From an optimization exercise on the open Yosys and OpenROAD flow, aimed at small area, a short achievable clock period and few clock cycles; shortcuts taken in it are not production practice. Function was checked by simulation only, so behaviour that the tests miss may differ from the original. Power and IR drop assume default switching activity.

File: flow/config.mk
export PLATFORM = sky130hd
export DESIGN_NAME = lm92_lcd
export DESIGN_NICKNAME = lm92_lcd
export VERILOG_FILES = /design/flow/design.v
export SDC_FILE = /design/flow/constraint.sdc
export NUM_CORES = 4
export LEC_CHECK = 0
export ABC_AREA = 1
export CAP_MARGIN = 20
export CORE_MARGIN = 2
export CORE_UTILIZATION = 40
export SLEW_MARGIN = 20
File: flow/constraint.sdc
create_clock -name core_clock -period 10.0 [get_ports {clk}]
set_input_delay 2.0000 -clock core_clock [delete_from_list [all_inputs] [get_ports {clk}]]
set_output_delay 2.0000 -clock core_clock [all_outputs]
set_load 0.01 [all_outputs]
File: flow/design.v
module lm92_lcd (
    input  wire        clk,
    input  wire        rst,           
    input  wire        cmd_valid,
    input  wire [31:0] cmd_word,
    output reg         busy,
    output reg         disp_init,
    output reg         rs,
    output wire [3:0]  err,
    output wire [3:0]  viol,
    output reg         ev_valid,
    input  wire        ev_ready,
    output reg         ev_kind,       
    output reg         ev_rs,
    output reg  [3:0]  ev_nib,
    output wire [13:0] ev_us,
    output reg         mem_req,
    output wire [15:0] mem_addr,
    input  wire        mem_ack,
    input  wire [7:0]  mem_rdata
);
    localparam K = 3;                  
    localparam [3:0] NSTEP = 24 / K;   
    localparam [3:0] W15000 = 4'b1100, W5000 = 4'b1000, W150 = 4'b0010,
                     W50 = 4'b0001, W3000 = 4'b0101;
    wire c12 = ev_nib[3], c11 = ev_nib[2], c2 = ev_nib[1], c5 = ev_nib[0];
    assign ev_us = {c12 & c11, c12, c11, 1'b0, c12 | c11, c12 ^ c11,
                    ~c5 | c11, 1'b0, c5, ~c12 | c11, c12 | c11, c2,
                    c2 | (c5 & ~c11), 1'b0};
    function gt_const(input [23:0] x, input [23:0] c, input integer n);
        integer i;
        reg gt, eq;
        begin
            gt = 1'b0; eq = 1'b1;
            for (i = n - 1; i >= 0; i = i - 1) begin
                if (!c[i]) gt = gt | (eq & x[i]);
                eq = eq & (x[i] == c[i]);
            end
            gt_const = gt;
        end
    endfunction
    reg       e_rng, e_fmt;            
    reg       p_rng, p_fmt;            
    reg [2:0] vl;                      
    assign err  = {1'b0, e_fmt, e_rng, e_rng};
    assign viol = {1'b0, vl};
    wire [7:0] opc = cmd_word[31:24];
    wire z23_16 = (cmd_word[23:16] == 8'd0);
    wire z15_8  = (cmd_word[15:8] == 8'd0);
    wire z7_0   = (cmd_word[7:0] == 8'd0);
    wire o_init = (opc == 8'h20), o_cmd = (opc == 8'h21), o_char = (opc == 8'h22),
         o_clr  = (opc == 8'h23), o_home = (opc == 8'h24), o_goto = (opc == 8'h25),
         o_text = (opc == 8'h30), o_hex = (opc == 8'h31), o_int = (opc == 8'h32);
    wire legal = ((o_init | o_clr | o_home) & z23_16 & z15_8 & z7_0) |
                 ((o_cmd | o_char) & z23_16 & z15_8) |
                 ((o_goto | o_text) & z23_16) | o_hex | o_int;
    wire acc = cmd_valid & ~busy & legal & (disp_init | o_init);
    wire [1:0] g_row = cmd_word[9:8];
    wire [7:0] g_col = cmd_word[7:0];
    wire g_cy = g_col[4] | (g_row[1] & g_col[3] & g_col[2]);
    wire [3:0] g_lo = {g_col[3] ^ (g_col[2] & g_row[1]), g_col[2] ^ g_row[1], g_col[1:0]};
    wire [2:0] g_hi = {g_row[0], g_row[1] & g_cy, g_row[1] ^ g_cy};
    wire g_bad = (cmd_word[15:10] != 6'd0) | (g_col[7:5] != 3'd0) |
                 (g_col[4] & (g_col[3] | g_col[2]));
    wire negv  = cmd_word[23];
    wire f_bad = negv & ~gt_const({1'b0, cmd_word[22:0]}, 24'h70BDC0, 23);
    wire a12   = negv ? ((cmd_word[22:12] == 11'h7FF) & (cmd_word[11:0] != 12'd0))
                      : (cmd_word[22:12] == 11'h000);
    wire [3:0] b_hi = o_goto ? {1'b1, g_hi} : (o_clr | o_home) ? 4'h0 : cmd_word[7:4];
    wire [3:0] b_lo = o_goto ? g_lo
                             : {cmd_word[3:2], cmd_word[1] | o_home, cmd_word[0] | o_clr};
    reg [27:0] S;         
    reg [4:0]  cnt;       
    reg        m_init, m_byte, m_text, m_num, m_fin;
    reg        ph;        
    reg        clr;       
    reg        hx;        
    reg        a12f;      
    reg        ninc;      
    reg        nd;        
    reg        nlo;       
    reg        nend;      
    reg        conv;      
    reg        rdy;       
    assign mem_addr = S[19:4];
    wire fire = ev_valid & ev_ready;
    wire adv  = ~ev_valid | ev_ready;
    reg        t_kind;
    reg [3:0]  t_nib;
    always @(*) begin
        t_kind = 1'b0; t_nib = 4'h0;
        case (cnt)
            5'd1:  t_nib = 4'h3;
            5'd2:  begin t_kind = 1'b1; t_nib = W5000; end
            5'd3:  t_nib = 4'h3;
            5'd4:  begin t_kind = 1'b1; t_nib = W150; end
            5'd5:  t_nib = 4'h3;
            5'd6:  begin t_kind = 1'b1; t_nib = W50; end
            5'd7:  t_nib = 4'h2;
            5'd8:  t_nib = 4'h2;
            5'd9:  t_nib = 4'h8;
            5'd10: t_nib = 4'h0;
            5'd11: t_nib = 4'hE;
            5'd12: t_nib = 4'h0;
            5'd13: t_nib = 4'h6;
            5'd14: t_nib = 4'h0;
            5'd15: t_nib = 4'h1;
            default: begin t_kind = 1'b1; t_nib = W3000; end
        endcase
    end
    function [3:0] add3(input [3:0] d, input en);
        reg c;
        begin
            c = en & (d[3] | (d[2] & (d[1] | d[0])));
            add3 = {d[3] | c, c ? d[3] & d[0] : d[2],
                    c ? (d[1] & d[0]) | (d[3] & ~d[0]) : d[1], d[0] ^ c};
        end
    endfunction
    wire [3:0]  ce   = {cnt[3], cnt[2] | a12f, cnt[1], cnt[0] | a12f};    
    wire [27:0] s_in = a12f ? {S[12:0], S[27:13]} : S;
    reg [27:0] s_step, t;
    integer l, j;
    always @(*) begin
        s_step = s_in;
        for (l = 0; l < K; l = l + 1) begin
            t = s_step;
            for (j = 0; j < 6; j = j + 1)
                t[4*j +: 4] = add3(s_step[4*j +: 4], ((4 * j - l + K - 1) / K <= 0) ? 1'b1 :
                                   gt_const({20'd0, ce}, (4 * j - l + K - 1) / K - 1, 4));
            s_step = {t[26:0], t[27]};
        end
    end
    wire [19:0] x_in = S[23:4] ^ {20{m_num}};
    wire [19:0] pa;                    
    genvar g;
    assign pa[0] = 1'b1;
    generate
        for (g = 1; g < 20; g = g + 1) begin : g_pa
            assign pa[g] = &x_in[g-1:0];
        end
    endgenerate
    wire [19:0] s_inc = x_in ^ pa;
    wire [6:0] nz;
    generate
        for (g = 0; g < 7; g = g + 1) begin : g_nz
            assign nz[g] = |S[4*g +: 4];
        end
    endgenerate
    wire [6:0] tp;                     
    assign tp[6] = nz[6];
    assign tp[5] = ~nz[6] & nz[5];
    assign tp[4] = ~nz[6] & ~nz[5] & nz[4];
    assign tp[3] = ~nz[6] & ~nz[5] & ~nz[4] & nz[3];
    assign tp[2] = ~nz[6] & ~nz[5] & ~nz[4] & ~nz[3] & nz[2];
    assign tp[1] = ~nz[6] & ~nz[5] & ~nz[4] & ~nz[3] & ~nz[2] & (nz[1] | hx);
    assign tp[0] = ~nz[6] & ~nz[5] & ~nz[4] & ~nz[3] & ~nz[2] & ~nz[1] & ~hx;
    wire [2:0] tpb = {tp[6] | tp[5] | tp[4], tp[6] | tp[3] | tp[2], tp[5] | tp[3] | tp[1]};
    wire [6:0] sel;
    generate
        for (g = 0; g < 7; g = g + 1) begin : g_sel
            assign sel[g] = rdy ? (cnt[2:0] == g) : tp[g];
        end
    endgenerate
    wire [2:0] ptr = rdy ? cnt[2:0] : tpb;
    wire [2:0] ptr_m1 = {ptr[2] ^ (~ptr[1] & ~ptr[0]), ~(ptr[1] ^ ptr[0]), ~ptr[0]};
    reg  [3:0] dig;
    integer k;
    always @(*) begin
        dig = 4'd0;
        for (k = 0; k < 7; k = k + 1)
            dig = dig | ({4{sel[k]}} & S[4*k +: 4]);
    end
    wire       dbig = dig[3] & (dig[2] | dig[1]);
    wire [3:0] c_hi = {1'b0, dbig, 1'b1, ~dbig};           
    wire [3:0] c_lo = dbig ? {1'b0, dig[2] ^ (~dig[1] & ~dig[0]), ~(dig[1] ^ dig[0]), ~dig[0]}
                           : dig;
    wire       plast = hx ? sel[1] : sel[0];
    wire take = mem_ack & (~ev_valid | (ev_ready & ph));
    wire rz   = (mem_rdata == 8'h00);
    reg [3:0] nib_n;
    reg       kind_n;
    always @(*) begin
        kind_n = 1'b0;
        if (m_init) begin
            nib_n = t_nib; kind_n = t_kind;
        end else if (m_byte) begin
            nib_n = ph ? W3000 : S[3:0]; kind_n = ph;
        end else if (m_text) begin
            nib_n = ph ? mem_rdata[7:4] : S[3:0];
        end else if (nd) begin
            nib_n = 4'hD;
        end else if (!nlo) begin
            nib_n = hx ? c_hi : 4'h3;
        end else begin
            nib_n = c_lo;
        end
    end
    wire init_last = (cnt == 5'd17);
    wire n_step = ~nd & ~nend & (nlo ? ~conv : hx);
    wire [3:0] ce1 = {ce[3] ^ (ce[2] & ce[1] & ce[0]), ce[2] ^ (ce[1] & ce[0]), ce[1] ^ ce[0], ~ce[0]};
    always @(posedge clk) begin
        if (rst) begin
            busy      <= 1'b0;
            disp_init <= 1'b0;
            rs        <= 1'b0;
            e_rng     <= 1'b0;
            e_fmt     <= 1'b0;
            vl        <= 3'd0;
            ev_valid  <= 1'b0;
            mem_req   <= 1'b0;
        end else begin
            if (cmd_valid && vl == 3'd0) begin
                if (busy) vl <= 3'b001;
                else if (!legal) vl <= 3'b010;
                else if (!disp_init && !o_init) vl <= 3'b100;
            end
            if (fire) rs <= ev_rs;
            if (!busy) begin
                busy     <= acc;
                ev_valid <= acc & ~o_text & ~o_hex & ~(o_goto & g_bad) & ~(o_int & f_bad);
                mem_req  <= acc & o_text;
            end else begin
                e_rng <= p_rng;
                e_fmt <= p_fmt;
                if (m_fin) busy <= 1'b0;
                else begin
                if (m_init && adv && init_last) begin
                    ev_valid  <= 1'b0;
                    busy      <= 1'b0;
                    disp_init <= 1'b1;
                end
                if (m_byte && adv && ph && !clr) begin
                    ev_valid <= 1'b0;
                    busy     <= 1'b0;
                end
                if (m_text) begin
                    if (adv && ph) ev_valid <= take & ~rz;
                    if (take && rz) begin
                        busy    <= 1'b0;
                        mem_req <= 1'b0;
                    end
                end
                if (m_num && adv) begin
                    ev_valid <= ~nend & (nd | ~nlo | ~conv);
                    if (nend) busy <= 1'b0;
                end
                end
            end
        end
    end
    wire s_en = ~busy | (m_text & take) | (m_num & conv);
    wire [27:0] s_n = ~busy  ? {cmd_word[23:0], opc[4] ? 4'h0 : b_lo} :
                      m_text ? {S[27:24], s_inc, mem_rdata[3:0]} :
                      ninc   ? {4'd0, s_inc, S[3:0]} : s_step;
    wire c_en = ~busy | (m_init & adv) | (m_num & conv & ~ninc) | (m_num & adv & n_step);
    wire [4:0] c_n = ~busy  ? {4'd0, o_init} :
                     m_init ? cnt + 5'd1 :
                     conv   ? {cnt[4], ce1} :
                     {cnt[4:3], nlo ? ptr_m1 : ptr};
    always @(posedge clk) begin
        if (s_en) S <= s_n;
        if (c_en) cnt <= c_n;
        if (!busy) begin
            p_rng    <= o_goto & g_bad;
            p_fmt    <= o_int & f_bad;
            ev_rs    <= o_char | o_text | o_hex | o_int;
            ph       <= o_text;
            clr      <= o_clr;
            hx       <= o_hex;
            a12f     <= a12;
            ninc     <= negv;
            nd       <= o_int & negv;
            nlo      <= o_int & ~negv;
            conv     <= o_int;
            rdy      <= 1'b0;
            nend     <= 1'b0;
            ev_kind  <= o_init;
            ev_nib   <= o_init ? W15000 : o_int ? (negv ? 4'h2 : 4'h3) : b_hi;
            m_init   <= o_init;
            m_byte   <= ~opc[4] & ~o_init;
            m_text   <= o_text;
            m_num    <= o_hex | o_int;
            m_fin    <= (o_goto & g_bad) | (o_int & f_bad);
        end else begin
            if (adv) begin
                ev_nib  <= nib_n;
                ev_kind <= kind_n;
            end
            if (m_byte && adv) begin
                ph <= 1'b1;
                if (ph) clr <= 1'b0;
            end
            if (m_text && adv) ph <= ~(ph & take);
            if (m_num && conv) begin
                if (ninc) ninc <= 1'b0;
                else begin
                    a12f <= 1'b0;
                    if (ce == NSTEP - 1) conv <= 1'b0;
                end
            end
            if (m_num && adv && !nend) begin
                if (nd) nd <= 1'b0;
                else if (!nlo) nlo <= 1'b1;
                else if (!conv) begin
                    nlo  <= 1'b0;
                    nend <= plast;
                end
                if (n_step) rdy <= 1'b1;
            end
        end
    end
endmodule
File: flow/flow/run.sh
#!/bin/bash
# Standard ORFS layout (the standard.sh) with a tighter setup repair
# target and small port buffers; all logs stay in this folder.
set -euo pipefail
bash standard.sh \
  SETUP_SLACK_MARGIN=6.8 \
  "BUFFER_PORTS_ARGS=-buffer_cell sky130_fd_sc_hd__buf_2" \
  finish > flow_make.log 2>&1
File: flow/standard.sh
#!/bin/bash
# synth_recipe.tcl (not shown) runs the flow's synth.tcl, then flattens the netlist and writes it again
# the make line also repeats each setting of config.mk as NAME=value (left out here)
make -C /OpenROAD-flow-scripts/flow DESIGN_CONFIG=/design/flow/config.mk WORK_HOME=/design/flow/orfs CLKGATE_MAP_FILE= SYNTH_SCRIPT=/design/flow/synth_recipe.tcl "${@:-finish}"
==> flow_metrics.env, run 1 <==
export IMPL_clkTransAtPathRegs_ns=0.06
export IMPL_viasPerCell=5.42
export IMPL_final_util=0.489
export IMPL_rsz0062_at_grt="true"
export IMPL_grt_use_total=0.264
export IMPL_grt_overflow_total=0
export IMPL_worstSetupPathType="register to primary output"
export IMPL_worst_slew_pin_slew_ns=0.695
export IMPL_fill_cells=1905
export IMPL_period_minus_slack_ns=3.30
export IMPL_p_total_uw=778
export IMPL_fin_crit_sh=0.330
export IMPL_htreeDepth=3
export IMPL_grt_pass1_vias=7332
export IMPL_regArea_sq_mm=0.00186
export IMPL_route_vias_total=8194
export IMPL_wl_per_cell_um=17.5
export IMPL_peakVddDrop_mv=0.0781
export IMPL_drt_total_wl_mm=26.5
export IMPL_crit_arrival_ns=1.30
export IMPL_synthArstFlopShare=0
export IMPL_crit_fanout=3
export IMPL_fin_nets=1343
export IMPL_ys_flop_type="edfxtp_1"
export IMPL_p_leak_nw=4.15
export IMPL_slew_headroom=0.537
export IMPL_initial_utilization=0.409
export IMPL_finalSetupTns_ns=0
export IMPL_cts_sinks=66
export IMPL_max_cap_viol_count=0
export IMPL_power_density_mw_per_mm2=88.3
export IMPL_worstHoldPathType="register to register"
export IMPL_dpl_hpwl_mm=20.4
export IMPL_startpoint_type="register"
export IMPL_min_path_cells=2
export IMPL_die_area_sq_mm=0.0196
export IMPL_max_freq_mhz=303
export IMPL_fp_dieW_um=140
export IMPL_yosys_warnings=1
export IMPL_setup_violations_final=0
export IMPL_synth_seq_cells=66
export IMPL_status="finished clean"
export IMPL_clk_latency_ns=0.34
export IMPL_synth_area_sq_mm=0.00738
export IMPL_antenna_cells=0
export IMPL_skew_ns=0.00771
export IMPL_ys_seq_area_frac=0.252
export IMPL_reg2reg_depth=19
export IMPL_crit_path_end_kind="primary output"
export IMPL_antenna_left=0
export IMPL_die_height_um=140
export IMPL_rows=49
export IMPL_slew_viol_final=0
export IMPL_synth_edf_count=54
export IMPL_core_sq_mm=0.0180
export IMPL_syn_to_final_growth_pct=19.3
export IMPL_firstDrtPassIters=5
export IMPL_critPathRequiredTime_ns=8.00
export IMPL_avgSynthCellArea_sq_um=6.24
export IMPL_cts_root_buffer="clkbuf_16"
export IMPL_antenna_found_initial=0
export IMPL_ios=94
export IMPL_drc_errors=0
export IMPL_drt_iter0_drc=808
export IMPL_hold_buffers=0
export IMPL_synthCells=1183
export IMPL_ys_types=53
export IMPL_cts_tree="done"
export IMPL_placement_io_buffers=88
export IMPL_drive_gt1_frac=0.219
export IMPL_grt_max_degree=53
export IMPL_gp_congestion=0.916
export IMPL_clock_path_buffers=2
export IMPL_numCtsBuffers=9
export IMPL_multiInputGateArea_sq_mm=0.00475
export IMPL_finalHoldViolCount=0
export IMPL_grt_pass1_wl_mm=40.2
[Yosys cell counts (all sizes together), types with 2 or more instances]
cell / number / share of area
nand4: 24 / 0.020
dfxtp: 12 / 0.033
nor2: 125 / 0.071
buf: 44 / 0.045
o21a: 3 / 0.0031
o22ai: 11 / 0.010
a31oi: 15 / 0.014
or2: 4 / 0.0034
o31ai: 2 / 0.0027
xor2: 14 / 0.017
a221oi: 2 / 0.0024
o211ai: 5 / 0.0051
a211oi: 3 / 0.0031
inv: 176 / 0.090
o21ai: 88 / 0.067
nand2: 352 / 0.19
a21oi: 59 / 0.042
nor4: 11 / 0.0093
xnor2: 15 / 0.018
nor3: 17 / 0.012
clkbuf: 14 / 0.0071
nand3b: 2 / 0.0020
a22oi: 6 / 0.0061
edfxtp: 54 / 0.22
ha: 20 / 0.034
nand3: 97 / 0.069
[through the flow]
stage / cells / instance area, sq um / hold slack, ns / setup WS, ns
after floorplan: 1187 / 7450 / 0.441 / 6.55
after global placement: 1451 / 7840 / 0.445 / 6.18
after detailed placement: 1451 / 7840 / 0.451 / 6.09
after CTS: 1482 / 8330 / 0.460 / 6.69
after global routing: 1512 / 8810 / 0.507 / 6.63
final: 1512 / 8810 / 0.459 / 6.70
[timing repair]
item                       4_1_cts  5_1_grt
pin swaps                       13       19
cloned                           0        1
setup buffers                   15       29
setup endpoints to repair       29       63
gates resized for setup         29       70
[area by class of cell]
| cell class | count | area share |
|---|---|---|
| sequential | 66 | 0.212 |
| clock inverter | 6 | 0.00455 |
| tap | 229 | 0.0325 |
| timing repair buffer | 138 | 0.105 |
| inverter | 177 | 0.0791 |
| multi-input combinational | 886 | 0.540 |
| clock buffer | 10 | 0.0271 |
[worst paths after layout]
kind,startpoint,endpoint,slack (ns)
hold reg to reg,rs,rs,0.46
setup / recovery,ev_nib[3],ev_us[4],6.70
hold / removal,rs,rs,0.46
setup reg to reg,cnt[1],ev_nib[2],6.97
[cell usage in the layout (no fill, tap or decap), types with 8 or more instances in the layout]
cell type and count:
nor2_4 10, o21ai_2 14, o22ai_1 10, inv_2 22
nor3_1 14, xor2_1 14, o21ai_1 27, nor2_1 105
nand2_2 22, nand2_1 325, a31oi_1 12, dfxtp_1 11
buf_2 81, buf_4 43, o21ai_0 46, ha_1 18
nand4_1 24, edfxtp_1 54, a21oi_1 52, buf_6 8
nor2_2 9, xnor2_1 15, inv_1 148, nand3_1 90
clkbuf_16 10
[registers in the layout, summed over array words and instances (netlist names), 3 cells and up]
register	cells
ev_nib	4
vl	3
S	28
cnt	5
[metal layers]
metal / GRT usage / part of all wire / up-vias / wire (um)
met5: 0 / 0 / - / 0
met4: 0.0726 / 0.020 / 0 / 538
met3: 0.0406 / 0.083 / 36 / 2210
li1: - / - / 4059 / -
met1: 0.383 / 0.45 / 3749 / 12000
met2: 0.407 / 0.44 / 350 / 11700
[report_power, final]
| part | switching, mW | total [mW] | internal, mW |
|---|---|---|---|
| Sequential | 0.0179 | 0.322 | 0.304 |
| Clock | 0.127 | 0.302 | 0.175 |
| Combinational | 0.0985 | 0.154 | 0.0552 |
[cells by family after synthesis]
logic type | synth area share
other cells | 0.000508
xor+xnor | 0.0344
compound gates | 0.163
fa+ha+maj | 0.0339
flops | 0.252
simple gates | 0.374
buf+inv | 0.142
[critical path, cell delays in order, from the launching register on]
cell	delay (ns)
edfxtp_1	0.50
buf_6	0.18
ha_4	0.15
inv_2	0.04
buf_6	0.09
Testbench counts, summed over its fixed seeds: cycles 9,002.
==> inputs of run 2 (changes only) <==
--- a/flow/design.v
+++ b/flow/design.v
@@ -54,7 +54,14 @@
     wire legal = ((o_init | o_clr | o_home) & z23_16 & z15_8 & z7_0) |
                  ((o_cmd | o_char) & z23_16 & z15_8) |
                  ((o_goto | o_text) & z23_16) | o_hex | o_int;
-    wire acc = cmd_valid & ~busy & legal & (disp_init | o_init);
+    wire q4 = opc[4];
+    wire [2:0] q = opc[2:0];
+    wire d_init = ~q4 & ~q[2] & ~q[1] & ~q[0], d_cmd  = ~q4 & ~q[2] & ~q[1] & q[0],
+         d_char = ~q4 & ~q[2] & q[1] & ~q[0],  d_clr  = ~q4 & ~q[2] & q[1] & q[0],
+         d_home = ~q4 & q[2] & ~q[0],          d_goto = ~q4 & q[2] & q[0],
+         d_text = q4 & ~q[1] & ~q[0],          d_hex  = q4 & q[0],
+         d_int  = q4 & q[1];
+    wire acc = cmd_valid & ~busy & legal & (disp_init | d_init);
     wire [1:0] g_row = cmd_word[9:8];
     wire [7:0] g_col = cmd_word[7:0];
     wire g_cy = g_col[4] | (g_row[1] & g_col[3] & g_col[2]);
@@ -66,9 +73,9 @@
     wire f_bad = negv & ~gt_const({1'b0, cmd_word[22:0]}, 24'h70BDC0, 23);
     wire a12   = negv ? ((cmd_word[22:12] == 11'h7FF) & (cmd_word[11:0] != 12'd0))
                       : (cmd_word[22:12] == 11'h000);
-    wire [3:0] b_hi = o_goto ? {1'b1, g_hi} : (o_clr | o_home) ? 4'h0 : cmd_word[7:4];
-    wire [3:0] b_lo = o_goto ? g_lo
-                             : {cmd_word[3:2], cmd_word[1] | o_home, cmd_word[0] | o_clr};
+    wire [3:0] b_hi = d_goto ? {1'b1, g_hi} : (d_clr | d_home) ? 4'h0 : cmd_word[7:4];
+    wire [3:0] b_lo = d_goto ? g_lo
+                             : {cmd_word[3:2], cmd_word[1] | d_home, cmd_word[0] | d_clr};
     reg [27:0] S;         
     reg [4:0]  cnt;       
     reg        m_init, m_byte, m_text, m_num, m_fin;
@@ -212,13 +219,13 @@
             if (cmd_valid && vl == 3'd0) begin
                 if (busy) vl <= 3'b001;
                 else if (!legal) vl <= 3'b010;
-                else if (!disp_init && !o_init) vl <= 3'b100;
+                else if (!disp_init && !d_init) vl <= 3'b100;
             end
             if (fire) rs <= ev_rs;
             if (!busy) begin
                 busy     <= acc;
-                ev_valid <= acc & ~o_text & ~o_hex & ~(o_goto & g_bad) & ~(o_int & f_bad);
-                mem_req  <= acc & o_text;
+                ev_valid <= acc & ~d_text & ~d_hex & ~(d_goto & g_bad) & ~(d_int & f_bad);
+                mem_req  <= acc & d_text;
             end else begin
                 e_rng <= p_rng;
                 e_fmt <= p_fmt;
@@ -249,11 +256,11 @@
         end
     end
     wire s_en = ~busy | (m_text & take) | (m_num & conv);
-    wire [27:0] s_n = ~busy  ? {cmd_word[23:0], opc[4] ? 4'h0 : b_lo} :
+    wire [27:0] s_n = ~busy  ? {cmd_word[23:0], q4 ? 4'h0 : b_lo} :
                       m_text ? {S[27:24], s_inc, mem_rdata[3:0]} :
                       ninc   ? {4'd0, s_inc, S[3:0]} : s_step;
     wire c_en = ~busy | (m_init & adv) | (m_num & conv & ~ninc) | (m_num & adv & n_step);
-    wire [4:0] c_n = ~busy  ? {4'd0, o_init} :
+    wire [4:0] c_n = ~busy  ? {4'd0, d_init} :
                      m_init ? cnt + 5'd1 :
                      conv   ? {cnt[4], ce1} :
                      {cnt[4:3], nlo ? ptr_m1 : ptr};
@@ -261,26 +268,26 @@
         if (s_en) S <= s_n;
         if (c_en) cnt <= c_n;
         if (!busy) begin
-            p_rng    <= o_goto & g_bad;
-            p_fmt    <= o_int & f_bad;
-            ev_rs    <= o_char | o_text | o_hex | o_int;
-            ph       <= o_text;
-            clr      <= o_clr;
-            hx       <= o_hex;
+            p_rng    <= d_goto & g_bad;
+            p_fmt    <= d_int & f_bad;
+            ev_rs    <= d_char | d_text | d_hex | d_int;
+            ph       <= d_text;
+            clr      <= d_clr;
+            hx       <= d_hex;
             a12f     <= a12;
             ninc     <= negv;
-            nd       <= o_int & negv;
-            nlo      <= o_int & ~negv;
-            conv     <= o_int;
+            nd       <= d_int & negv;
+            nlo      <= d_int & ~negv;
+            conv     <= d_int;
             rdy      <= 1'b0;
             nend     <= 1'b0;
-            ev_kind  <= o_init;
-            ev_nib   <= o_init ? W15000 : o_int ? (negv ? 4'h2 : 4'h3) : b_hi;
-            m_init   <= o_init;
-            m_byte   <= ~opc[4] & ~o_init;
-            m_text   <= o_text;
-            m_num    <= o_hex | o_int;
-            m_fin    <= (o_goto & g_bad) | (o_int & f_bad);
+            ev_kind  <= d_init;
+            ev_nib   <= d_init ? W15000 : d_int ? (negv ? 4'h2 : 4'h3) : b_hi;
+            m_init   <= d_init;
+            m_byte   <= ~q4 & ~d_init;
+            m_text   <= d_text;
+            m_num    <= d_hex | d_int;
+            m_fin    <= (d_goto & g_bad) | (d_int & f_bad);
         end else begin
             if (adv) begin
                 ev_nib  <= nib_n;
--- a/flow/config.mk
+++ b/flow/config.mk
@@ -8,5 +8,5 @@
 export ABC_AREA = 1
 export CAP_MARGIN = 20
 export CORE_MARGIN = 2
-export CORE_UTILIZATION = 40
+export CORE_UTILIZATION = 65
 export SLEW_MARGIN = 20
==> run 2 against run 1 <==
Compared with the run above:
- still clean on timing, DRC and antenna
- global-route usage rose by 12 points
- first-iteration DRC count rose by 34%
- cell count fell by 6.9%
- synthesized cell count rose by 1.8%
- critical path type unchanged
- largest cell class unchanged
- largest power group is now clock
- highest routed layer unchanged
==> flow_metrics.env, run 2 <==
export IMPL_status="finished clean"
export IMPL_finalSetupTns_ns=0
export IMPL_placement_io_buffers=88
export IMPL_r2r_start="busy"
export IMPL_synth_fa_ha_area_frac=0.0336
export IMPL_synth_top_area_share=0.218
export IMPL_grt_pass1_wl_mm=37.9
export IMPL_synthArstFlopShare=0
export IMPL_yosys_mux_area_fraction=0
export IMPL_initial_utilization=0.658
export IMPL_p_leak_nw=4.06
export IMPL_cts_sinks=66
export IMPL_antenna_found_initial=0
export IMPL_numCtsBuffers=9
export IMPL_yosysTopAreaCell="edfxtp_1"
export IMPL_dpl_hpwl_mm=18.6
export IMPL_skew_ns=0.00752
export IMPL_synth_xor_area_share=0.0282
export IMPL_peakVddDrop_mv=0.0824
export IMPL_max_cap_viol_count=0
export IMPL_setup_violations_final=0
export IMPL_netlist_top_cells_count="nand2_1 (353), inv_1 (170), nor2_1 (109), nand3_1 (98), o21ai_0 (55)"
export IMPL_drt_iter0_drc=1083
export IMPL_min_from="e_fmt"
export IMPL_fp_dieW_um=111
export IMPL_rsz0062_at_grt="true"
export IMPL_crit_path_end_kind="primary output"
export IMPL_largest_register_ffs=28
export IMPL_grt_use_total=0.386
export IMPL_synthSimpleGateAreaFrac=0.376
export IMPL_ys_types=50
export IMPL_ys_seq_area_frac=0.250
export IMPL_synth_top_family_by_area="simple AND/OR/NAND/NOR gates"
export IMPL_grt_pass1_vias=7336
export IMPL_rows=39
export IMPL_synth_compound_area_share=0.166
export IMPL_ios=94
export IMPL_core_sq_mm=0.0113
export IMPL_cpMaxStageDelayCell="edfxtp_1"
export IMPL_htreeDepth=3
export IMPL_final_common_cell="nand2_1"
export IMPL_fin_nets=1324
export IMPL_hold_buffers=0
export IMPL_syn_to_final_growth_pct=10.8
export IMPL_ys_flop_type="edfxtp_1"
export IMPL_fin_crit_sh=0.321
export IMPL_die_area_sq_mm=0.0123
export IMPL_firstDrtPassIters=8
export IMPL_clk_latency_ns=0.33
export IMPL_worstHoldPathType="register to register"
export IMPL_synth_edf_count=54
export IMPL_grt_overflow_total=0
export IMPL_hold_end="e_fmt"
export IMPL_p_total_uw=868
export IMPL_clock_path_buffers=2
export IMPL_finalHoldViolCount=0
export IMPL_synthTopCellsByArea="edfxtp_1 (22%), nand2_1 (18%), inv_1 (8.6%)"
export IMPL_synth_most_common_cell="nand2_1"
export IMPL_largestRegisters="S (28), cnt (5), ev_nib (4)"
export IMPL_drc_errors=0
export IMPL_final_cell_mix="nand2_1 (349), inv_1 (165), nor2_1 (98), nand3_1 (98), buf_2 (88)"
export IMPL_max_stage_delay_ns=0.44
export IMPL_whs_ns=0.465
export IMPL_worst_slew_pin_slew_ns=0.720
export IMPL_worstPathCellList="inv_1, ha_1, buf_2"
export IMPL_worstSetupPathType="register to primary output"
export IMPL_antenna_left=0
export IMPL_route_vias_total=8411
export IMPL_cts_root_buffer="clkbuf_16"
export IMPL_drt_total_wl_mm=24.4
export IMPL_slew_viol_final=0
export IMPL_worst_r2r_setup_slack_ns=6.93
export IMPL_synth_seq_cells=66
export IMPL_r2r_end="S[7]"
export IMPL_yosys_warnings=1
export IMPL_critPathRequiredTime_ns=8.00
export IMPL_clkTransAtPathRegs_ns=0.06
export IMPL_crit_arrival_ns=1.21
export IMPL_antenna_cells=0
export IMPL_gp_congestion=1.03
export IMPL_power_density_mw_per_mm2=105
export IMPL_drive_gt1_frac=0.172
export IMPL_period_minus_slack_ns=3.21
export IMPL_viasPerCell=5.98
export IMPL_wl_per_cell_um=17.3
export IMPL_min_path_cells=2
export IMPL_startpoint_type="register"
export IMPL_cts_tree="done"
export IMPL_crit_fanout=4
export IMPL_slew_headroom=0.518
export IMPL_max_freq_mhz=312
export IMPL_regMostFlops="S"
export IMPL_grt_max_degree=55
export IMPL_reg2reg_depth=8
export IMPL_synth_area_sq_mm=0.00745
export IMPL_avgSynthCellArea_sq_um=6.19
export IMPL_synthCells=1204
export IMPL_die_height_um=111
==> run 2: cell count changes in the layout (fill, tap and decap cells not counted), moves of 8 or more <==
cell / change
buf_4: -31
inv_1: +17
inv_2: -10
nand2_1: +24
nand3_1: +8
o21ai_0: +9
o21ai_1: -14
==> run 2: worst max path at each step <==
| stage | startpoint | endpoint | slack (ns) | cells after the start |
|---|---|---|---|---|
| 6_report | ev_nib[3] | ev_us[8] | 6.79 | 3 |
| 4_1_cts | ev_ready | cnt[1] | 6.80 | 13 |
| 2_1_floorplan | ev_ready | cnt[3] | 6.80 | 12 |
| 5_1_grt | cmd_word[25] | ev_valid | 6.66 | 13 |
| 3_3_place_gp | ev_ready | cnt[0] | 6.56 | 13 |
| 3_5_place_dp | m_num | S[21] | 6.51 | 16 |
==> run 2: metal layers <==
metal,vias up,share of wire,GRT usage
li1,4030,-,-
met1,3742,0.41,0.539
met2,557,0.43,0.593
met3,82,0.13,0.0908
met4,0,0.037,0.128
met5,-,0,0
==> run 2: kinds of logic after synthesis <==
kind of cell	Yosys count
XOR/XNOR	24
adder cells (fa/ha/maj)	20
flip-flops	66
AO/OA/AOI/OAI	199
AND/OR/NAND/NOR	650
buffers and inverters	244
other	1
==> run 2: metrics by stage <==
step           std cells  worst slack [ns]  area, sq um  utilization
6_report            1407              6.79         8260        0.729
5_1_grt             1407              6.66         8260        0.729
4_1_cts             1401              6.80         8060        0.712
3_5_place_dp        1381              6.51         7720        0.682
3_3_place_gp        1381              6.56         7720        0.682
2_1_floorplan       1208              6.80         7470            -
==> run 2: what timing repair did <==
| action | 4_1_cts | 5_1_grt |
|---|---|---|
| pin swaps | 1 | 5 |
| resized for setup | 1 | 41 |
| hold endpoints to repair | 0 | 0 |
| setup buffers | 4 | 6 |
| setup endpoints to repair | 11 | 41 |
==> run 2: layout make-up <==
type	count	area [sq um]
inverter	182	687
tap	143	179
timing repair buffer	102	562
sequential	66	1860
clock inverter	5	78.8
multi-input combinational	898	4650
clock buffer	11	233
fill	1003	3070
==> run 2: worst max-delay path: cells and delay by family (launching register included) <==
| family | cells | cell delay [ns] |
|---|---|---|
| DFF | 1 | 0.44 |
| buffers and inverters | 2 | 0.23 |
| adders and majority gates | 1 | 0.22 |
==> run 2: report_power, final <==
| group | leakage [nW] | internal (mW) | switching, mW |
|---|---|---|---|
| combinational | 3.20 | 0.0695 | 0.132 |
| clock | 0.153 | 0.218 | 0.119 |
| sequential | 0.701 | 0.309 | 0.0200 |
| total | 4.06 | 0.596 | 0.271 |
Testbench counts of run 2, summed over its fixed seeds: cycles 9,002.
==> inputs of run 3 (changes only) <==
--- a/flow/design.v
+++ b/flow/design.v
@@ -23,10 +23,13 @@
     localparam [3:0] NSTEP = 24 / K;   
     localparam [3:0] W15000 = 4'b1100, W5000 = 4'b1000, W150 = 4'b0010,
                      W50 = 4'b0001, W3000 = 4'b0101;
-    wire c12 = ev_nib[3], c11 = ev_nib[2], c2 = ev_nib[1], c5 = ev_nib[0];
-    assign ev_us = {c12 & c11, c12, c11, 1'b0, c12 | c11, c12 ^ c11,
-                    ~c5 | c11, 1'b0, c5, ~c12 | c11, c12 | c11, c2,
-                    c2 | (c5 & ~c11), 1'b0};
+    function [5:0] wdec(input [3:0] c);    
+        wdec = {c[3] & c[2], c[3] | c[2], c[3] ^ c[2], ~c[0] | c[2], ~c[3] | c[2],
+                c[1] | (c[0] & ~c[2])};
+    endfunction
+    reg [5:0] usx;
+    assign ev_us = {usx[5], ev_nib[3], ev_nib[2], 1'b0, usx[4], usx[3], usx[2], 1'b0,
+                    ev_nib[0], usx[1], usx[4], ev_nib[1], usx[0], 1'b0};
     function gt_const(input [23:0] x, input [23:0] c, input integer n);
         integer i;
         reg gt, eq;
@@ -282,6 +285,7 @@
             rdy      <= 1'b0;
             nend     <= 1'b0;
             ev_kind  <= d_init;
+            usx      <= wdec(W15000);
             ev_nib   <= d_init ? W15000 : d_int ? (negv ? 4'h2 : 4'h3) : b_hi;
             m_init   <= d_init;
             m_byte   <= ~q4 & ~d_init;
@@ -292,6 +296,7 @@
             if (adv) begin
                 ev_nib  <= nib_n;
                 ev_kind <= kind_n;
+                usx     <= m_init ? wdec(t_nib) : wdec(W3000);
             end
             if (m_byte && adv) begin
                 ph <= 1'b1;
==> run 3 against run 2 <==
Compared with the run above:
- still clean on timing, DRC and antenna
- non-clock buffer count rose by 15
- cell area grew 2.2%
- sequential share of layout area is 0.91 points higher
- sequential power up 7.6%
- core utilization is 1.6 points higher
- clock-buffer cell count fell by 2
- register-to-register slack improved by 0.05 ns
- critical path type is now input port to register
- critical endpoint is now ev_valid
- highest routed layer unchanged
==> flow_metrics.env, run 3 <==
export IMPL_die_area_sq_mm=0.0124
export IMPL_critPathRequiredTime_ns=10.28
export IMPL_grt_use_total=0.384
export IMPL_reg2reg_depth=20
export IMPL_max_freq_mhz=308
export IMPL_max_stage_delay_ns=0.17
export IMPL_synth_most_common_cell="nand2_1"
export IMPL_dpl_hpwl_mm=18.2
export IMPL_worstSetupPathType="input port to register"
export IMPL_ys_flop_type="edfxtp_1"
export IMPL_syn_to_final_growth_pct=12.9
export IMPL_cts_tree="done"
export IMPL_hold_end="usx[2]"
export IMPL_critPathBufInv=1
export IMPL_cpMaxStageDelayCell="nor2_1"
export IMPL_drive_gt1_frac=0.174
export IMPL_final_util=0.746
export IMPL_wl_per_cell_um=17.0
export IMPL_setup_ws_ns=6.75
export IMPL_r2r_end="ev_nib[2]"
export IMPL_grt_pass1_vias=7466
export IMPL_grt_overflow_total=0
export IMPL_route_vias_total=8442
export IMPL_antenna_cells=0
export IMPL_fin_crit_sh=0.325
export IMPL_synth_seq_cells=72
export IMPL_worst_r2r_setup_slack_ns=6.98
export IMPL_crit_fanout=3
export IMPL_crit_arrival_ns=3.53
export IMPL_crit_family="simple AND/OR/NAND/NOR gates"
export IMPL_cts_sinks=72
export IMPL_rsz0062_at_grt="true"
export IMPL_synth_area_sq_mm=0.00747
export IMPL_worstHoldPathType="register to register"
export IMPL_p_total_uw=866
export IMPL_place_ws_ns=6.33
export IMPL_startpoint_type="input port"
export IMPL_grt_max_degree=51
export IMPL_p_sw_uw=273
export IMPL_period_minus_slack_ns=3.25
export IMPL_numCtsBuffers=9
export IMPL_min_path_cells=1
export IMPL_max_cap_viol_count=0
export IMPL_synthTopCellsByArea="edfxtp_1 (22%), nand2_1 (18%), inv_1 (8.6%)"
export IMPL_synthCells=1206
export IMPL_drt_total_wl_mm=24.3
export IMPL_viasPerCell=5.90
export IMPL_fp_dieW_um=111
export IMPL_r2r_start="cnt[0]"
export IMPL_firstDrtPassIters=8
export IMPL_yosysTopAreaCell="edfxtp_1"
export IMPL_fill_cells=1023
export IMPL_ys_seq_area_frac=0.265
export IMPL_synth_edf_count=54
export IMPL_ios=94
export IMPL_gp_congestion=1.02
export IMPL_grt_pass1_wl_mm=37.7
export IMPL_clock_path_buffers=2
export IMPL_yosys_warnings=1
export IMPL_fin_cells=1430
export IMPL_dp_cells=1390
export IMPL_largestRegisters="S (28), usx (6), cnt (5)"
export IMPL_clkTransAtPathRegs_ns=0.06
export IMPL_p_leak_nw=4.19
export IMPL_initial_utilization=0.660
export IMPL_htreeDepth=3
export IMPL_status="finished clean"
export IMPL_netlist_top_cells_count="nand2_1 (352), inv_1 (172), nor2_1 (119), nand3_1 (100), o21ai_0 (61)"
export IMPL_synth_top_area_share=0.217
export IMPL_regMostFlops="S"
export IMPL_slew_headroom=0.635
export IMPL_slew_viol_final=0
export IMPL_drt_iter0_drc=1077
export IMPL_drc_errors=0
export IMPL_worst_slew_pin_slew_ns=0.545
export IMPL_fin_nets=1347
export IMPL_ys_types=55
export IMPL_core_sq_mm=0.0113
export IMPL_internal_power_uw=593
export IMPL_crit_path_end_kind="register"
export IMPL_power_density_mw_per_mm2=103
export IMPL_rows=39
export IMPL_finalSetupTns_ns=0
export IMPL_final_cell_mix="nand2_1 (349), inv_1 (165), nor2_1 (105)"
export IMPL_antenna_found_initial=0
export IMPL_seqPwrFrac=0.408
export IMPL_placement_io_buffers=88
export IMPL_swShare=0.315
export IMPL_worstPathCellList="buf_8, nor2_4, nand4_1, nor2_1, nor2_1, nor4_1, o211ai_1, nand2_1, nand2_2, nand2_2, nand3b_1, nor2_2, nand2_1, a21oi_2"
export IMPL_comb_power_share=0.217
export IMPL_min_from="usx[2]"
export IMPL_final_common_cell="nand2_1"
export IMPL_finalHoldViolCount=0
export IMPL_largest_register_ffs=28
export IMPL_synthArstFlopShare=0
export IMPL_cp_depth=14
export IMPL_peakVddDrop_mv=0.0871
export IMPL_skew_ns=0.00794
export IMPL_setup_violations_final=0
export IMPL_clk_latency_ns=0.34
export IMPL_cts_root_buffer="clkbuf_16"
export IMPL_die_height_um=111
export IMPL_avgSynthCellArea_sq_um=6.20
export IMPL_antenna_left=0
export IMPL_power_frac_clock=0.374
[run 3: how the worst max path moves through the flow]
stage	from	endpoint	slack [ns]
2_1_floorplan	cmd_word[3]	mem_req	6.79
3_3_place_gp	ev_ready	S[17]	6.35
3_5_place_dp	cmd_word[22]	ev_valid	6.33
4_1_cts	cmd_word[5]	mem_req	6.81
5_1_grt	cmd_word[3]	mem_req	6.59
6_report	cmd_word[3]	ev_valid	6.75
[run 3: repair_timing]
item                       in CTS  in global routing
gates resized for setup         4                 52
pin swaps                       0                  7
buffers inserted                4                 20
setup endpoints to repair      32                 55
cloned                          0                  0
hold buffers                    0                  0
[run 3: per-layer routing]
layer	share of wire	wire, um	vias up	global-route usage
met2	0.45	10900	529	0.601
met5	0	0	-	0
met4	0.031	748	0	0.115
met1	0.39	9600	3765	0.525
li1	-	-	4078	-
met3	0.13	3080	70	0.101
[run 3: cells by family after synthesis]
logic type,Yosys count,synth area share
buf+inv,242,0.142
compound gates,201,0.163
fa+ha+maj,20,0.0335
simple gates,646,0.367
other cells,1,0.000502
flops,72,0.265
xor+xnor,24,0.0291
[run 3: cell type report]
| type | count | area [sq um] | area share |
|---|---|---|---|
| flip-flops and latches | 72 | 1980 | 0.235 |
| clock buffers | 9 | 225 | 0.0267 |
| clock inverters | 7 | 70.1 | 0.00830 |
| well taps | 143 | 179 | 0.0212 |
| repair buffers | 117 | 703 | 0.0833 |
| multi-input cells | 896 | 4580 | 0.543 |
| inverters | 186 | 702 | 0.0832 |
[run 3: power by group through the flow]
| stage | logic [mW] | clock network, mW | registers [mW] |
|---|---|---|---|
| after CTS | 0.176 | 0.323 | 0.353 |
| after global routing | 0.210 | 0.337 | 0.354 |
| after global placement | 0.167 | 0 | 0.361 |
| final | 0.188 | 0.324 | 0.354 |
| after detailed placement | 0.169 | 0 | 0.361 |
| after floorplan | 0.133 | 0 | 0.349 |
[run 3: metrics by stage]
stage	hold slack [ns]	instance area, sq um
after detailed placement	0.454	7790
after global placement	0.452	7790
final	0.464	8440
after global routing	0.483	8440
after floorplan	0.441	7500
after CTS	0.467	8140
Testbench counts of run 3, summed over its fixed seeds: cycles 9,002.
==> inputs of run 4 (changes only) <==
--- a/flow/design.v
+++ b/flow/design.v
@@ -19,8 +19,8 @@
     input  wire        mem_ack,
     input  wire [7:0]  mem_rdata
 );
-    localparam K = 3;                  
-    localparam [3:0] NSTEP = 24 / K;   
+    localparam K = 2;                  
+    localparam [3:0] NSTEP = 12;       
     localparam [3:0] W15000 = 4'b1100, W5000 = 4'b1000, W150 = 4'b0010,
                      W50 = 4'b0001, W3000 = 4'b0101;
     function [5:0] wdec(input [3:0] c);    
@@ -126,8 +126,8 @@
                     c ? (d[1] & d[0]) | (d[3] & ~d[0]) : d[1], d[0] ^ c};
         end
     endfunction
-    wire [3:0]  ce   = {cnt[3], cnt[2] | a12f, cnt[1], cnt[0] | a12f};    
-    wire [27:0] s_in = a12f ? {S[12:0], S[27:13]} : S;
+    wire [3:0]  ce   = {cnt[3], cnt[2] | a12f, cnt[1] | a12f, cnt[0] | a12f};    
+    wire [27:0] s_in = a12f ? {S[13:0], S[27:14]} : S;
     reg [27:0] s_step, t;
     integer l, j;
     always @(*) begin
==> flow/flow/run.sh (replaced) <==
#!/bin/bash
# Standard ORFS layout (the standard.sh) with a tighter setup repair
# target and small port buffers; all logs stay in this folder.
set -euo pipefail
bash standard.sh \
  SETUP_SLACK_MARGIN=7.0 \
  "BUFFER_PORTS_ARGS=-buffer_cell sky130_fd_sc_hd__buf_2" \
  finish > flow_make.log 2>&1
==> run 4 against run 3 <==
Compared with the run above:
- still clean
- non-clock buffer count grew 42
- critical path depth shrank 2
- clock-buffer cell count grew 1
- sequential power shrank 2%
- cell count shrank 11%
- synthesized area shrank 9.6%
- combinational power grew 5%
- worst setup slack gained 0.091 ns
- power shrank 9.3%
- flip-flop and latch count is the same
- register-to-register slack lost 0.09 ns
- critical path type unchanged
- critical endpoint unchanged
- largest power group unchanged
==> flow_metrics.env, run 4 <==
export IMPL_final_common_cell="nand2_1"
export IMPL_grt_max_degree=61
export IMPL_power_density_mw_per_mm2=95.4
export IMPL_regMostFlops="S"
export IMPL_antenna_left=0
export IMPL_finalHoldViolCount=0
export IMPL_slew_headroom=0.571
export IMPL_ios=94
export IMPL_p_leak_nw=3.78
export IMPL_drc_errors=0
export IMPL_synthSimpleGateAreaFrac=0.289
export IMPL_grt_pass1_vias=6790
export IMPL_fp_dieW_um=106
export IMPL_clock_path_buffers=2
export IMPL_synthCells=1016
export IMPL_clkTransAtPathRegs_ns=0.08
export IMPL_route_vias_total=7894
export IMPL_cts_sinks=72
export IMPL_die_area_sq_mm=0.0112
export IMPL_clk_latency_ns=0.38
export IMPL_grt_pass1_wl_mm=35.4
export IMPL_synth_seq_cells=72
export IMPL_antenna_cells=0
export IMPL_grt_use_total=0.408
export IMPL_firstDrtPassIters=7
export IMPL_place_area_sq_mm=0.00713
export IMPL_largest_register_ffs=28
export IMPL_synth_edf_count=54
export IMPL_worst_slew_pin_slew_ns=0.643
export IMPL_drt_iter0_drc=1066
export IMPL_peakVddDrop_mv=0.0860
export IMPL_cts_root_buffer="clkbuf_8"
export IMPL_netlist_top_cells_count="nand2_1 (229), inv_1 (143), nor2_1 (105), o21ai_0 (86), nand3_1 (58)"
export IMPL_viasPerCell=6.20
export IMPL_placement_io_buffers=88
export IMPL_syn_to_final_growth_pct=21.9
export IMPL_worstHoldPathType="register to register"
export IMPL_max_cap_viol_count=0
export IMPL_postLayoutCellArea_sq_mm=0.00824
export IMPL_die_height_um=106
export IMPL_setup_violations_final=0
export IMPL_synth_top_family_by_area="simple AND/OR/NAND/NOR gates"
export IMPL_fin_crit_sh=0.316
export IMPL_synthTopCellsByArea="edfxtp_1 (24%), nand2_1 (13%), inv_1 (7.9%)"
export IMPL_synth_area_sq_mm=0.00676
export IMPL_synth_fa_ha_area_frac=0.0370
export IMPL_critPathRequiredTime_ns=10.29
export IMPL_antenna_found_initial=1
export IMPL_crit_path_end_kind="register"
export IMPL_drive_gt1_frac=0.251
export IMPL_slew_viol_final=0
export IMPL_crit_arrival_ns=3.45
export IMPL_dpl_hpwl_mm=16.5
export IMPL_synth_compound_area_share=0.198
export IMPL_drt_total_wl_mm=24.0
export IMPL_startpoint_type="input port"
export IMPL_gp_congestion=0.985
export IMPL_rsz0062_at_grt="true"
export IMPL_grt_overflow_total=0
export IMPL_status="finished clean"
export IMPL_ys_flop_type="edfxtp_1"
export IMPL_crit_fanout=4
export IMPL_synth_most_common_cell="nand2_1"
export IMPL_synth_xor_area_share=0.0415
export IMPL_yosysTopAreaCell="edfxtp_1"
export IMPL_rows=37
export IMPL_skew_ns=0.0169
export IMPL_yosys_mux_area_fraction=0
export IMPL_final_cell_mix="nand2_1 (218), inv_1 (123), nor2_1 (91)"
export IMPL_finalSetupTns_ns=0
export IMPL_synthArstFlopShare=0
export IMPL_synth_top_area_share=0.240
export IMPL_avgSynthCellArea_sq_um=6.65
export IMPL_wl_per_cell_um=18.8
export IMPL_max_freq_mhz=317
export IMPL_ys_types=60
export IMPL_cts_tree="done"
export IMPL_ys_seq_area_frac=0.293
export IMPL_core_sq_mm=0.0102
export IMPL_largestRegisters="S (28), usx (6), cnt (5)"
export IMPL_numCtsBuffers=9
export IMPL_yosys_warnings=1
export IMPL_worstSetupPathType="input port to register"
export IMPL_initial_utilization=0.661
export IMPL_htreeDepth=3
export IMPL_period_minus_slack_ns=3.16
export IMPL_fin_nets=1197
-- run 4: cell count changes in the layout (fill, tap and decap cells not counted), sizes merged, moves of 7 or more --
cell and change:
nand2 -129, buf +42, nand3 -41, inv -34
o22ai +17, nand4 -13, nor2 -13, o21ai +8
xnor2 +7
-- run 4: cells by family after synthesis --
logic type,count (synthesis)
simple gates,456
compound gates,230
buf+inv,208
flops,72
xor+xnor,29
fa+ha+maj,20
other cells,1
-- run 4: critical path: stages --
cell and delay, ns:
buf_2 0.11, inv_1 0.10, nand4_1 0.18, nor2_2 0.16, a21oi_1 0.05, o32ai_1 0.21, nand3_1 0.11, nand2_1 0.10
nand2_2 0.08, nand2_4 0.11, nand3_2 0.08, a31oi_1 0.15
-- run 4: worst paths after layout --
check / end / from / slack [ns] / cells after the start
worst min-delay path: e_fmt / e_fmt / 0.48 / 2
worst min register to register: e_fmt / e_fmt / 0.48 / 2
worst max register to register: S[21] / S[5] / 6.89 / 19
worst max-delay path: ev_valid / cmd_word[0] / 6.84 / 12
-- run 4: final cells by class --
| class | count | area, sq um |
|---|---|---|
| Inverter | 150 | 579 |
| Sequential cell | 72 | 1980 |
| Tap cell | 136 | 170 |
| Clock buffer | 10 | 149 |
| Multi-Input combinational cell | 740 | 4170 |
| Timing Repair Buffer | 159 | 1140 |
| Clock inverter | 6 | 46.3 |
| Fill cell | 735 | 1990 |
-- run 4: routing by layer --
layer  track usage  part of all wire
met1         0.573              0.38
met5             0                 0
met4         0.154             0.045
met3        0.0901              0.14
met2         0.618              0.44
-- run 4: what timing repair did --
item / CTS / global route
setup endpoints to repair: 27 / 71
resized for setup: 22 / 98
endpoints found under the hold margin: 0 / 0
pin swaps: 5 / 32
buffers inserted: 27 / 38
hold buffers: 0 / 0
-- run 4: stage by stage --
| stage | util | setup slack, ns | instances | hold WS (ns) | total power, mW |
|---|---|---|---|---|---|
| final | 0.805 | 6.84 | 1273 | 0.481 | 0.786 |
| after global routing | 0.805 | 6.64 | 1273 | 0.498 | 0.811 |
| after CTS | 0.742 | 6.93 | 1235 | 0.469 | 0.748 |
| after detailed placement | 0.696 | 6.48 | 1192 | 0.457 | 0.504 |
| after global placement | 0.695 | 6.23 | 1191 | 0.445 | 0.502 |
| after floorplan | - | 6.76 | 1020 | 0.441 | 0.462 |
-- run 4: where the power goes --
part / internal (mW) / leakage [nW] / switching, mW
Sequential: 0.332 / 0.750 / 0.0138
Clock: 0.108 / 0.105 / 0.133
Combinational: 0.0773 / 2.93 / 0.121
Total: 0.518 / 3.78 / 0.268
Testbench counts of run 4, summed over its fixed seeds: cycles 9,602.
==> inputs of run 5 (changes only) <==
==> flow/flow/run.sh (replaced) <==
#!/bin/bash
# Standard ORFS layout (the standard.sh) with a tighter setup repair
# target and small port buffers; all logs stay in this folder.
set -euo pipefail
bash standard.sh \
  SETUP_SLACK_MARGIN=6.8 \
  "BUFFER_PORTS_ARGS=-buffer_cell sky130_fd_sc_hd__buf_2" \
  finish > flow_make.log 2>&1
==> run 5 against run 4 <==
Compared with the run above:
- wire length shrank 8.3%
- sequential share of layout area grew 2.2 points
- clock power is essentially flat
- critical path depth shrank 11
- first-iteration DRC count shrank 7.7%
- register-to-register slack gained 0.13 ns
- non-clock buffer count shrank 49
- combinational power shrank about 20%
==> flow_metrics.env, run 5 <==
export IMPL_status="finished clean"
export IMPL_fp_dieW_um=106
export IMPL_initial_utilization=0.661
export IMPL_viasPerCell=6.07
export IMPL_reg2reg_depth=20
export IMPL_worstHoldPathType="register to register"
export IMPL_skew_ns=0.0123
export IMPL_finalHoldViolCount=0
export IMPL_wl_per_cell_um=17.9
export IMPL_yosys_warnings=1
export IMPL_finalSetupTns_ns=0
export IMPL_cp_depth=1
export IMPL_drive_gt1_frac=0.176
export IMPL_slew_viol_final=0
export IMPL_synth_top_area_share=0.240
export IMPL_power_density_mw_per_mm2=99.2
export IMPL_ys_flop_type="edfxtp_1"
export IMPL_whs_ns=0.473
export IMPL_seqPwrFrac=0.467
export IMPL_core_sq_mm=0.0102
export IMPL_peakVddDrop_mv=0.0741
export IMPL_syn_to_final_growth_pct=11.8
export IMPL_grt_pass1_vias=6720
export IMPL_antenna_left=0
export IMPL_worstPathCellList="buf_2"
export IMPL_crit_family="flip-flops"
export IMPL_p_leak_nw=3.49
export IMPL_antenna_cells=0
export IMPL_worst_slew_pin_slew_ns=0.574
export IMPL_avgSynthCellArea_sq_um=6.65
export IMPL_cts_tree="done"
export IMPL_synthArstFlopShare=0
export IMPL_synthCells=1016
export IMPL_fin_crit_sh=0.319
export IMPL_final_util=0.738
export IMPL_final_common_cell="nand2_1"
export IMPL_slew_headroom=0.613
export IMPL_cpMaxStageDelayCell="edfxtp_1"
export IMPL_synth_edf_count=54
export IMPL_cts_sinks=72
export IMPL_drt_iter0_drc=984
export IMPL_fin_nets=1148
export IMPL_hold_buffers=0
export IMPL_min_path_cells=2
export IMPL_internal_power_uw=509
export IMPL_htreeDepth=3
export IMPL_largestRegisters="S (28), usx (6), cnt (5)"
export IMPL_clkTransAtPathRegs_ns=0.08
export IMPL_grt_pass1_wl_mm=33.7
export IMPL_drt_total_wl_mm=22.0
export IMPL_ys_types=60
export IMPL_clk_latency_ns=0.37
export IMPL_synth_seq_cells=72
export IMPL_gp_congestion=1.01
export IMPL_crit_fanout=6
export IMPL_power_frac_clock=0.322
export IMPL_r2r_start="cnt[1]"
export IMPL_regMostFlops="S"
export IMPL_max_stage_delay_ns=0.61
export IMPL_firstDrtPassIters=6
export IMPL_cts_root_buffer="clkbuf_8"
export IMPL_grt_overflow_total=0
export IMPL_grt_max_degree=49
export IMPL_route_vias_total=7425
export IMPL_largest_register_ffs=28
export IMPL_critPathBufInv=1
export IMPL_ys_seq_area_frac=0.293
export IMPL_numCtsBuffers=9
export IMPL_antenna_found_initial=0
export IMPL_crit_arrival_ns=1.19
export IMPL_yosysTopAreaCell="edfxtp_1"
export IMPL_rows=37
export IMPL_startpoint_type="register"
export IMPL_netlist_top_cells_count="nand2_1 (229), inv_1 (143), nor2_1 (105), o21ai_0 (86), nand3_1 (58)"
export IMPL_synth_area_sq_mm=0.00676
export IMPL_placement_io_buffers=88
export IMPL_period_minus_slack_ns=3.19
export IMPL_swShare=0.320
export IMPL_p_total_uw=749
export IMPL_crit_start="S[16]"
export IMPL_synth_most_common_cell="nand2_1"
export IMPL_setup_violations_final=0
export IMPL_p_sw_uw=240
export IMPL_rsz0062_at_grt="true"
export IMPL_ios=94
export IMPL_comb_power_share=0.211
export IMPL_die_area_sq_mm=0.0112
export IMPL_synthTopCellsByArea="edfxtp_1 (24%), nand2_1 (13%), inv_1 (7.9%)"
export IMPL_min_from="rs"
export IMPL_clock_path_buffers=2
export IMPL_max_cap_viol_count=0
export IMPL_dpl_hpwl_mm=16.2
export IMPL_critPathRequiredTime_ns=8.00
export IMPL_crit_path_end_kind="primary output"
export IMPL_grt_use_total=0.388
export IMPL_max_freq_mhz=314
export IMPL_worstSetupPathType="register to primary output"
export IMPL_drc_errors=0
export IMPL_die_height_um=106
export IMPL_final_cell_mix="nand2_1 (226), inv_1 (136), nor2_1 (98)"
## run 5: cell type report
type / count / area [sq um]
inverters: 150 / 563
clock inverters: 3 / 20.0
multi-input cells: 740 / 3960
clock buffers: 13 / 180
flip-flops and latches: 72 / 1990
well taps: 136 / 170
repair buffers: 110 / 677
fillers: 894 / 2680
## run 5: logic make-up after synthesis
| kind of cell | after synthesis | share of synthesized area |
|---|---|---|
| flops | 72 | 0.293 |
| compound gates | 230 | 0.198 |
| xor+xnor | 29 | 0.0415 |
| simple gates | 456 | 0.289 |
| other cells | 1 | 0.000555 |
| buf+inv | 208 | 0.141 |
| fa+ha+maj | 20 | 0.0370 |
## run 5: metrics by stage
| step | setup WS (ns) | cells | area, sq um |
|---|---|---|---|
| finish | 6.81 | 1224 | 7550 |
| global route | 6.72 | 1224 | 7550 |
| CTS | 6.81 | 1212 | 7350 |
| detailed placement | 6.25 | 1190 | 7070 |
| global placement | 6.32 | 1190 | 7070 |
| floorplan | 6.76 | 1020 | 6830 |
## run 5: final timing paths
| path | to | slack (ns) |
|---|---|---|
| min | rs | 0.47 |
| max reg2reg | ev_nib[2] | 7.02 |
| min reg2reg | rs | 0.47 |
| max | mem_addr[12] | 6.81 |
## run 5: what timing repair did
action,CTS,global route
pin swaps,0,10
cloned,1,1
setup endpoints to repair,10,13
buffers inserted,5,11
gates resized for setup,3,27
## run 5: per-layer routing
| metal | vias up | track usage | share of wire |
|---|---|---|---|
| li1 | 3494 | - | - |
| met5 | - | 0 | 0 |
| met4 | 0 | 0.149 | 0.037 |
| met3 | 78 | 0.113 | 0.13 |
| met1 | 3380 | 0.522 | 0.40 |
| met2 | 473 | 0.591 | 0.44 |
## run 5: power by group through the flow
stage / Combinational, mW / Sequential [mW] / Clock [mW]
after CTS: 0.150 / 0.349 / 0.240
after global placement: 0.141 / 0.360 / 0
after detailed placement: 0.142 / 0.360 / 0
after global routing: 0.175 / 0.350 / 0.252
final: 0.158 / 0.350 / 0.241
after floorplan: 0.112 / 0.349 / 0
==> inputs of run 6 (changes only) <==
--- a/flow/flow/run.sh
+++ b/flow/flow/run.sh
@@ -4,5 +4,5 @@
 set -euo pipefail
 bash standard.sh \
   SETUP_SLACK_MARGIN=6.8 \
-  "BUFFER_PORTS_ARGS=-buffer_cell sky130_fd_sc_hd__buf_2" \
+  "BUFFER_PORTS_ARGS=-buffer_cell sky130_fd_sc_hd__buf_1" \
   finish > flow_make.log 2>&1
==> run 6 against run 5 <==
Compared with the run above:
- via count is 2.2% lower
- fmax barely moved
- still clean on timing, DRC and antenna
- flip-flop and latch count did not move
- worst hold slack worse by 0.0022 ns
- worst setup slack better by 0.0026 ns
- sequential power about the same
- sequential share of layout area is 0.51 points higher
- core utilization fell by 1.4 points
- power shrank 0.68%
==> flow_metrics.env, run 6 <==
export IMPL_hold_buffers=0
export IMPL_worstHoldPathType="register to register"
export IMPL_synthArstFlopShare=0
export IMPL_largestRegisters="S (28), usx (6), cnt (5)"
export IMPL_crit_start="cmd_word[2]"
export IMPL_skew_ns=0.0139
export IMPL_drt_total_wl_mm=21.2
export IMPL_grt_pass1_wl_mm=32.5
export IMPL_final_util=0.724
export IMPL_rows=37
export IMPL_grt_max_degree=49
export IMPL_ys_flop_type="edfxtp_1"
export IMPL_core_sq_mm=0.0102
export IMPL_setup_violations_final=0
export IMPL_regMostFlops="S"
export IMPL_rsz0062_at_grt="true"
export IMPL_crit_fanout=4
export IMPL_drive_gt1_frac=0.101
export IMPL_htreeDepth=3
export IMPL_firstDrtPassIters=6
export IMPL_r2r_start="a12f"
export IMPL_slew_viol_final=0
export IMPL_fin_cells=1220
export IMPL_clk_latency_ns=0.37
export IMPL_clock_path_buffers=2
export IMPL_finalHoldViolCount=0
export IMPL_drc_errors=0
export IMPL_cpMaxStageDelayCell="o32ai_2"
export IMPL_min_from="usx[2]"
export IMPL_place_ws_ns=6.37
export IMPL_largest_register_ffs=28
export IMPL_highest_layer="met4"
export IMPL_power_density_mw_per_mm2=100
export IMPL_worstPathCellList="buf_8, nor2_4, nand4_1, nor2_2, a21oi_2, o32ai_2, nand3_1, nand2_1, nand2_2, nand2_2, nand3_2, a31oi_1"
export IMPL_die_area_sq_mm=0.0112
export IMPL_cts_tree="done"
export IMPL_max_freq_mhz=314
export IMPL_final_common_cell="nand2_1"
export IMPL_synthTopCellsByArea="edfxtp_1 (24%), nand2_1 (13%), inv_1 (7.9%)"
export IMPL_p_total_uw=744
export IMPL_syn_to_final_growth_pct=9.63
export IMPL_yosysTopAreaCell="edfxtp_1"
export IMPL_finalSetupTns_ns=0
export IMPL_wl_met2_mm=9.13
export IMPL_yosys_warnings=1
export IMPL_ios=94
export IMPL_gp_congestion=0.963
export IMPL_netlist_top_cells_count="nand2_1 (229), inv_1 (143), nor2_1 (105), o21ai_0 (86), nand3_1 (58)"
export IMPL_grt_overflow_total=0
export IMPL_synth_most_common_cell="nand2_1"
export IMPL_critPathRequiredTime_ns=10.29
export IMPL_synthCells=1016
export IMPL_postLayoutCellArea_sq_mm=0.00741
export IMPL_place_area_sq_mm=0.00697
export IMPL_crit_arrival_ns=3.48
export IMPL_cts_sinks=72
export IMPL_ys_seq_area_frac=0.293
export IMPL_avgSynthCellArea_sq_um=6.65
export IMPL_placement_io_buffers=88
export IMPL_antenna_cells=0
export IMPL_antenna_left=0
export IMPL_synth_seq_cells=72
export IMPL_status="finished clean"
export IMPL_die_height_um=106
export IMPL_slew_headroom=0.564
export IMPL_fin_nets=1144
export IMPL_setup_ws_ns=6.81
export IMPL_p_leak_nw=3.21
export IMPL_fin_crit_sh=0.319
export IMPL_dp_cells=1191
export IMPL_wl_per_cell_um=17.4
export IMPL_route_vias_total=7263
export IMPL_numCtsBuffers=9
export IMPL_fp_dieW_um=106
export IMPL_crit_path_end_kind="register"
export IMPL_drt_iter0_drc=797
export IMPL_antenna_found_initial=0
export IMPL_startpoint_type="input port"
export IMPL_grt_pass1_vias=6185
export IMPL_max_stage_delay_ns=0.25
export IMPL_period_minus_slack_ns=3.19
export IMPL_wl_met1_mm=8.63
export IMPL_worstSetupPathType="input port to register"
export IMPL_whs_ns=0.471
export IMPL_synth_edf_count=54
export IMPL_synth_top_area_share=0.240
export IMPL_grt_use_total=0.377
export IMPL_dpl_hpwl_mm=16.3
export IMPL_peakVddDrop_mv=0.0696
export IMPL_ys_types=60
export IMPL_wl_met3_mm=2.79
export IMPL_cts_root_buffer="clkbuf_8"
export IMPL_final_cell_mix="nand2_1 (225), inv_1 (135), nor2_1 (98)"
export IMPL_viasPerCell=5.95
export IMPL_max_cap_viol_count=0
export IMPL_synth_area_sq_mm=0.00676
export IMPL_clkTransAtPathRegs_ns=0.08
export IMPL_initial_utilization=0.661
export IMPL_worst_slew_pin_slew_ns=0.647
export IMPL_cpMostUsedCell="nand2_2"
## run 6: cells by family after synthesis
family	share of synthesized area
other cells	0.000555
fa+ha+maj	0.0370
buf+inv	0.141
simple gates	0.289
flops	0.293
xor+xnor	0.0415
compound gates	0.198
## run 6: layout make-up
cell class	instances	area, sq um
multi-input combinational	740	3980
fill	894	2820
sequential	72	1990
inverter	150	563
timing repair buffer	106	513
tap	136	170
clock buffer	11	163
clock inverter	5	36.3
## run 6: metal layers
layer,GRT usage,up-vias
li1,-,3479
met1,0.537,3277
met2,0.563,452
met3,0.0963,55
met4,0.122,0
met5,0,-
## run 6: timing repair
action / CTS / global route
gates resized for setup: 1 / 50
setup buffers: 1 / 12
pin swaps: 0 / 12
endpoints found under the setup margin: 2 / 18
## run 6: worst paths after layout
kind                            cells after the start  slack (ns)       end
worst max-delay path                               12        6.81  ev_valid
worst min-delay path                                1        0.47    usx[2]
worst max register to register                     12        7.06     S[16]
worst min register to register                      1        0.47    usx[2]
## run 6: worst max-delay path: cells and delay by family
| kind | cells | cell delay, ns |
|---|---|---|
| buffers and inverters | 1 | 0.10 |
| and+or+nand+nor | 8 | 0.90 |
| AOI/OAI and AO/OA | 3 | 0.48 |
## run 6: where the power goes
part / switching (mW) / internal, mW / leakage, nW
registers: 0.0189 / 0.332 / 0.750
logic: 0.0992 / 0.0537 / 2.36
clock network: 0.127 / 0.114 / 0.107
total: 0.245 / 0.499 / 3.21

==> what the ideal ports hide <==
No port has a modelled driver above. Below, the same layouts with a new extraction and two added sets of constraints.
Step 1, drivers: a clkbuf_16 drives clk and a buf_2 each remaining input, both assumed.
Step 2 also shifts input and output timing later by t, the mid clock arrival at the registers, as if the neighbouring blocks saw the same clock.
a / b / c = ideal / step 1 / step 2; a / b = the first two.
run	shift t [ns]	setup slack, ns	worst slew at a driven data input, ns
run 1	0.378	6.700 / 6.658 / 6.350	0.07
run 2	0.365	6.793 / 6.758 / 6.448	0.03
run 3	0.382	6.751 / 6.754 / 6.372	0.05
run 4	0.407	6.843 / 6.824 / 6.437	0.06
run 5	0.399	6.811 / 6.775 / 6.447	0.04
run 6	0.403	6.813 / 6.787 / 6.407	0.05
After both steps every run listed still meets setup and hold.
